Context: an optimization exercise on an open-source flow, tuned for small area, a short achievable clock period and few clock cycles. The choices shown serve that exercise and are no tape-out recipe.
In this exercise RTL edits were held to simulation tests only and were not proved equivalent to the original.

==> 02-09: inputs <==
==> flow/design.v (excerpt) <==
module brainshift_core (
    input  wire        clk,
    input  wire        rst,
    input  wire [16:0] cfg_mem_size,
    input  wire [16:0] cfg_prog_len,
    output wire [15:0] prog_addr,
    input  wire [7:0]  prog_data,
    output reg         out_valid,
    output wire [7:0]  out_data,
    output wire        in_req,
    input  wire        in_valid,
    input  wire [7:0]  in_data,
    output wire        halted,
    output reg  [2:0]  fault_code,
    output wire [15:0] fault_pc,
    input  wire [15:0] mem_rd_addr,
    output wire [7:0]  mem_rd_data
);
export LEC_CHECK = 0
export CAP_MARGIN = 20
export CORE_MARGIN = 2
export CORE_UTILIZATION = 40
export SLEW_MARGIN = 20
create_clock -name core_clock -period 16.0 [get_ports {clk}]
standard.sh (not shown) runs the stock make flow with config.mk's settings and CLKGATE_MAP_FILE= SYNTH_SCRIPT=/design/flow/synth_recipe.tcl, a recipe that flattens the netlist after the stock synthesis.
==> flow/flow/run.sh <==
#!/bin/bash
# The standard layout (the standard.sh, unchanged synthesis and steps), with
# repair_timing asked for more setup slack than the clock needs, so that it sizes
# and buffers the critical paths harder. The SDC and clock period are the design's.
set -euo pipefail
export SETUP_SLACK_MARGIN=8
bash standard.sh > standard.log 2>&1
==> 06-01 (differences from 02-09) <==
--- a/flow/design.v
+++ b/flow/design.v
@@ -43,64 +43,70 @@
     reg [7:0]  acc, acc1;       
     reg [4:0]  eix, oix;        
     reg        rodd;            
     reg        xodd, yodd;      
     reg        xy_cf;           
     reg        x7, y7;          
     reg        oph;             
     reg [2:0]  oplen;           
-    reg [23:0] opname;
+    reg [20:0] opname;          
     reg [15:0] nstart, nend;
     reg [15:0] laddr;           
     reg [15:0] lstart;          
     reg        has_colon;
     reg [15:0] r_lp;            
     reg [15:0] r_op;            
     reg [7:0]  r_lb;            
     reg [15:0] r_cpos;          
     reg        found;           
     reg        nm_started;
     reg [2:0]  nlen_all, nlen_com;
     reg        built, ovf;
     reg [2:0]  lcnt;
-    reg            lv    [0:NL-1];
     reg [1:0]      llen  [0:NL-1];
-    reg [23:0]     lname [0:NL-1];
+    reg [20:0]     lname [0:NL-1];
     reg [TW-1:0]   ladr  [0:NL-1];
     reg            lpend [0:NL-1];
     reg            bv [0:NB-1];
     reg [TW-1:0]   bp [0:NB-1];
     reg [TW-1:0]   bq [0:NB-1];
     reg [1:0]      bptr;
+    reg            tk_v;
+    reg [TW-1:0]   tk_p;
     integer i, j, k, m;
     wire [7:0] pd = prog_data;
     wire       valid = (pa < plen);
     wire       pws   = (pd == 8'h09) || (pd == 8'h0A) || (pd == 8'h0B) ||
                        (pd == 8'h0C) || (pd == 8'h0D) || (pd == 8'h20);
     function is_real;           
         input [7:0] c;
         begin
             case (c)
                 8'h3E, 8'h3C, 8'h2B, 8'h2D, 8'h30, 8'h2E, 8'h2C, 8'h7E, 8'h21,
                 8'h23, 8'h40, 8'h26, 8'h7C, 8'h5E, 8'h41, 8'h4D, 8'h53, 8'h44,
                 8'h25, 8'h5B, 8'h5D, 8'h4A, 8'h43, 8'h52, 8'h3B: is_real = 1'b1;
                 default: is_real = 1'b0;
             endcase
         end
     endfunction
-    wire [4:0] eix_h = halted ? mem_rd_addr[5:1] : eix;
-    wire [4:0] oix_h = halted ? mem_rd_addr[5:1] : oix;
-    wire [7:0] ev   = me[eix_h];
-    wire [7:0] ovv  = mo[oix_h];
+    wire [7:0] ev   = me[eix];
+    wire [7:0] ovv  = mo[oix];
     wire [7:0] p_lo = rodd ? ovv : ev;       
     wire [7:0] p_hi = rodd ? ev  : ovv;      
     wire [7:0] a    = acc;
     wire [7:0] bb   = acc1;
-    wire [7:0] hrd  = mem_rd_addr[0] ? ovv : ev;
+    reg  [7:0] hrd;
+    always @(*) begin
+        hrd = 8'd0;
+        for (m = 0; m < 32; m = m + 1) begin
+            if (mem_rd_addr[5:0] == 2 * m)     hrd = hrd | me[m];
+            if (mem_rd_addr[5:0] == 2 * m + 1) hrd = hrd | mo[m];
+        end
+    end
     assign out_data = acc;
     assign mem_rd_data = (mem_rd_addr[15:6] == 10'd0 && {1'b0, mem_rd_addr[5:0]} < memsz) ? hrd : 8'd0;
     wire [15:0] ret_a  = {p_lo, p_hi};
     wire        ret_sk = (ret_a + 16'd1 < plen) && !is_real(pd);
     assign prog_addr   = (state == S_CW || state == S_CL || state == S_CT) ? r_lp :
                          (state == S_CO) ? r_op : (state == S_RET2) ? ret_a : pa;
     assign halted      = (state == S_HALT);
     assign fault_pc    = (fault_code != 3'd0 && fault_code != 3'd5) ? ipc : 16'd0;
@@ -172,28 +178,34 @@
     reg [TW-1:0]   tq, tp;
     always @(*) begin
         hit_f = 1'b0; hit_b = 1'b0; tq = {TW{1'b0}}; tp = {TW{1'b0}};
         for (j = 0; j < NB; j = j + 1) begin
             if (bv[j] && bp[j] == pa[TW-1:0]) begin hit_f = 1'b1; tq = tq | bq[j]; end
             if (bv[j] && bq[j] == pa[TW-1:0]) begin hit_b = 1'b1; tp = tp | bp[j]; end
         end
     end
+    wire ins_scf = (state == S_SCF) && valid && pd == 8'h5D && r_cpos == 16'd1;
+    wire ins_scb = (state == S_SCB) && pd == 8'h5B && r_cpos == 16'd1;
+    wire ins_tk  = exec && xo == 8'h5D && !a_zero && !hit_b && tk_v;
+    wire ins_do  = plen_ok && (ins_scf || ins_scb || ins_tk);
+    wire [TW-1:0] ins_p = ins_scf ? ipc[TW-1:0] : ins_scb ? pa[TW-1:0] : tk_p;
+    wire [TW-1:0] ins_q = ins_scb ? ipc[TW-1:0] : pa[TW-1:0];
     wire        key_pass = (state == S_PASS) && valid;
     wire [2:0]  key_len  = key_pass ? nlen_com : oplen;
-    wire [23:0] pname_m  = {(nlen_com > 3'd2) ? r_lb : 8'd0,
-                            (nlen_com > 3'd1) ? r_op[15:8] : 8'd0,
-                            (nlen_com > 3'd0) ? r_op[7:0] : 8'd0};
-    wire [23:0] key_name = key_pass ? pname_m : opname;
+    wire [20:0] pname_m  = {(nlen_com > 3'd2) ? r_lb[6:0] : 7'd0,
+                            (nlen_com > 3'd1) ? r_op[14:8] : 7'd0,
+                            (nlen_com > 3'd0) ? r_op[6:0] : 7'd0};
+    wire [20:0] key_name = key_pass ? pname_m : opname;
     reg  [NL-1:0] lhit;
     reg  [TW-1:0] ltgt;
     always @(*) begin
         ltgt = {TW{1'b0}};
         for (k = 0; k < NL; k = k + 1) begin
-            lhit[k] = lv[k] && !key_len[2] && llen[k] == key_len[1:0] && lname[k] == key_name;
+            lhit[k] = (lcnt > k) && !key_len[2] && llen[k] == key_len[1:0] && lname[k] == key_name;
             if (lhit[k]) ltgt = ltgt | ladr[k];
         end
     end
     wire l_found = |lhit;
     reg        weA, weB;
     reg [7:0]  wdA, wdB;
     reg        push;
     reg        st_ov, st_ovv, st_dz, st_imr;
@@ -337,17 +349,17 @@
             op_reg    <= 8'd0;
             is_call   <= 1'b0;
             out_valid <= 1'b0;
             fault_code <= 3'd0;
             built     <= 1'b0;
             ovf       <= 1'b0;
             lcnt      <= 3'd0;
             bptr      <= 2'd0;
-            for (i = 0; i < NL; i = i + 1) lv[i] <= 1'b0;
+            tk_v      <= 1'b0;
             for (i = 0; i < NB; i = i + 1) bv[i] <= 1'b0;
         end else begin
             out_valid <= 1'b0;
             rdy       <= 1'b1;
             case (state)
             S_RUN, S_EX2: begin
                 if (state == S_RUN && cfg_bad) begin
                     fault_code <= 3'd5;
@@ -372,31 +384,32 @@
                                 if (hit_f && plen_ok) pa <= {{(16-TW){1'b0}}, tq} + 16'd1;
                                 else begin
                                     r_cpos <= 16'd1;
                                     state  <= S_SCF;
                                 end
                             end
                             8'h5D: if (!a_zero) begin
                                 if (hit_b && plen_ok) pa <= {{(16-TW){1'b0}}, tp} + 16'd1;
+                                else if (tk_v && plen_ok) pa <= {{(16-TW){1'b0}}, tk_p} + 16'd1;
                                 else if (pa == 16'd0) begin
                                     pa         <= pa;
                                     fault_code <= 3'd2;
                                     state      <= S_HALT;
                                 end else begin
                                     pa     <= pa - 16'd1;
                                     r_cpos <= 16'd1;
                                     state  <= S_SCB;
                                 end
                             end
                             8'h4A, 8'h43: begin
                                 is_call <= (xo == 8'h43);
                                 oph     <= 1'b0;
                                 oplen   <= 3'd0;
-                                opname  <= 24'd0;
+                                opname  <= 21'd0;
                                 state   <= S_OPER;
                             end
                             8'h52: begin
                                 pa <= pa;
                                 if (sp + 7'd2 > memsz) begin
                                     fault_code <= 3'd4;
                                     state      <= S_HALT;
                                 end else begin
@@ -425,40 +438,26 @@
             S_SCF: begin
                 if (!valid) begin
                     fault_code <= 3'd2;
                     state      <= S_HALT;
                 end else begin
                     if (pd == 8'h5B) r_cpos <= r_cpos + 16'd1;
                     if (pd == 8'h5D) begin
                         r_cpos <= r_cpos - 16'd1;
-                        if (r_cpos == 16'd1) begin
-                            state <= S_RUN;
-                            if (plen_ok) begin
-                                bv[bptr] <= 1'b1;
-                                bp[bptr] <= ipc[TW-1:0];
-                                bq[bptr] <= pa[TW-1:0];
-                                bptr     <= bptr + 2'd1;
-                            end
-                        end
+                        if (r_cpos == 16'd1) state <= S_RUN;
                     end
                     pa <= pa + 16'd1;
                 end
             end
             S_SCB: begin
                 if (pd == 8'h5D) r_cpos <= r_cpos + 16'd1;
                 if (pd == 8'h5B && r_cpos == 16'd1) begin
                     pa    <= pa + 16'd1;
                     state <= S_RUN;
-                    if (plen_ok) begin
-                        bv[bptr] <= 1'b1;
-                        bp[bptr] <= pa[TW-1:0];
-                        bq[bptr] <= ipc[TW-1:0];
-                        bptr     <= bptr + 2'd1;
-                    end
                 end else if (pa == 16'd0) begin
                     fault_code <= 3'd2;
                     state      <= S_HALT;
                 end else begin
                     if (pd == 8'h5B) r_cpos <= r_cpos - 16'd1;
                     pa <= pa - 16'd1;
                 end
             end
@@ -468,20 +467,20 @@
                 end else if (op_star) begin
                     pa     <= pa + 16'd1;
                     oph    <= 1'b1;
                     nstart <= pa + 16'd1;
                 end else begin
                     oph <= 1'b1;
                     if (!oph) nstart <= pa;
                     if (op_chr) begin
-                        if (oplen == 3'd0) opname[7:0]   <= pd;
-                        if (oplen == 3'd1) opname[15:8]  <= pd;
-                        if (oplen == 3'd2) opname[23:16] <= pd;
-                        if (oplen != 3'd4) oplen <= oplen + 3'd1;
+                        if (oplen == 3'd0) opname[6:0]   <= pd[6:0];
+                        if (oplen == 3'd1) opname[13:7]  <= pd[6:0];
+                        if (oplen == 3'd2) opname[20:14] <= pd[6:0];
+                        if (oplen != 3'd4) oplen <= pd[7] ? 3'd4 : oplen + 3'd1;    
                         pa <= pa + 16'd1;
                     end else begin
                         nend <= pa;
                         if (fast_ok && built && (l_found || !ovf)) begin
                         end else if (fast_ok && !built) begin
                             pa         <= 16'd0;
                             laddr      <= 16'd0;
                             lstart     <= 16'd0;
@@ -543,17 +542,16 @@
                                     for (i = 0; i < NL; i = i + 1)
                                         if (lhit[i]) begin
                                             ladr[i]  <= laddr[TW-1:0];
                                             lpend[i] <= !found || (r_lp < laddr);
                                         end
                                 end else if (lcnt == NL) begin
                                     ovf <= 1'b1;
                                 end else begin
-                                    lv[lcnt]    <= 1'b1;
                                     llen[lcnt]  <= nlen_com[1:0];
                                     lname[lcnt] <= pname_m;
                                     ladr[lcnt]  <= laddr[TW-1:0];
                                     lpend[lcnt] <= !found || (r_lp < laddr);
                                     lcnt        <= lcnt + 3'd1;
                                 end
                             end
                         end else if (pws) begin
@@ -562,22 +560,21 @@
                                 if (nlen_all == 3'd2) r_lb <= pd;
                                 if (nlen_all != 3'd4) nlen_all <= nlen_all + 3'd1;
                             end
                         end else begin
                             nm_started <= 1'b1;
                             if (nlen_all == 3'd0) r_op[7:0]  <= pd;
                             if (nlen_all == 3'd1) r_op[15:8] <= pd;
                             if (nlen_all == 3'd2) r_lb <= pd;
-                            if (nlen_all != 3'd4) begin
-                                nlen_all <= nlen_all + 3'd1;
+                            if (nlen_all != 3'd4) nlen_all <= nlen_all + 3'd1;
+                            if (nlen_all == 3'd4 || nlen_com == 3'd4 || pd[7])
+                                nlen_com <= 3'd4;       
+                            else
                                 nlen_com <= nlen_all + 3'd1;
-                            end else begin
-                                nlen_com <= 3'd4;
-                            end
                         end
                     end
                 end
             end
             S_LINE: begin
                 if (!valid || pd == 8'h0A) begin
                     if (has_colon) begin
                         r_lp  <= lstart;
@@ -641,16 +638,30 @@
                     pa        <= pa + 16'd1;
                     lstart    <= pa + 16'd1;
                     has_colon <= 1'b0;
                     state     <= S_LINE;
                 end
             end
             default: ;
             endcase
+            if (ins_do) begin
+                bv[bptr] <= 1'b1;
+                bp[bptr] <= ins_p;
+                bq[bptr] <= ins_q;
+                bptr     <= bptr + 2'd1;
+            end
+            if (exec) begin
+                if (xo == 8'h5B) begin
+                    tk_v <= !a_zero;
+                    tk_p <= pa[TW-1:0];
+                end else if (xo == 8'h5D || xo == 8'h4A || xo == 8'h43 || xo == 8'h52) begin
+                    tk_v <= 1'b0;
+                end
+            end
             if (rs_do) begin
                 if (!rs_found) begin
                     fault_code <= 3'd1;
                     state      <= S_HALT;
                 end else if (is_call && sp < 7'd18) begin
                     fault_code <= 3'd3;
                     state      <= S_HALT;
                 end else begin
==> flow_summary.yaml <==
power_and_ir_drop:
  comb_power_share_pct: 39.3
  power.density_nw_per_um2: 128.9
  power_leakage_uw: 0.03157
floorplanning:
  initial_core_util_pct: 40.37
placed_design:
  post-place-ws_ns: 4.146
critical_path:
  cp_max_fo: 7
layout:
  multi_input_comb_cells: 5155
  clk_share_pct: 5.146
yosys:
  synth.cells.most_frequent: "992 x edfxtp_1, 593 x nor2_1, 563 x nand2_1, 452 x a21oi_1, 400 x o21ai_0"
  synth-adder-area-share_pct: 5.602
status:
  status: "finished clean"
(the above is from 02-09)
==> flow_summary.yaml <==
status:
  status: "finished clean"
layout:
  inverters: 317
  clk_share_pct: 5.059
  multi_input_comb_cells: 5562
yosys:
  seq_area_frac_synth_pct: 44.23
  synth.cells.most_frequent: "975 x edfxtp_1, 634 x nor2_1, 540 x nand3_1, 481 x nand2_1, 434 x a21oi_1"
power_and_ir_drop:
  comb-power_uw: 3840
  power.density_nw_per_um2: 124.7
critical_path:
  cp_top_family: "simple AND/OR/NAND/NOR gates"
  cp_max_fo: 8
  path_class: "in -> out"
floorplanning:
  die_w_um: 428.6
  initial_core_util_pct: 40.34
(the above is from 06-01)
Testbench counts of 02-09, summed over its fixed seeds: cycles 180,696.
Testbench counts of 06-01, summed over its fixed seeds: cycles 178,140.

==> static timing again, ports no longer ideal <==
In the flow no input, the clock included, has a driving cell. The finished layouts below were timed again as built, in two steps. Step 1, drivers: a clkbuf_16 drives clk and a buf_2 each remaining input, both assumed. Step 2 moves the port delays by t, midway between the first and last clock arrival at a register: inputs arrive t later, outputs are due t later. That takes back most of the time a late clock gives input paths. Three values: ideal, step 1, step 2; two values: the first two.
run | shift t [ns] | setup WS [ns] | slew at the worst register clock pin (ns)
02-09 | 0.905 | 6.453 / 6.377 / 6.027 | 0.07 / 0.07
06-01 | 0.901 | 7.407 / 7.344 / 7.077 | 0.07 / 0.07
After both steps setup and hold are still met in every run listed. For 02-09, which loses most, drivers alone change the setup slack by -0.076 ns; drivers and shift together by -0.426 ns.
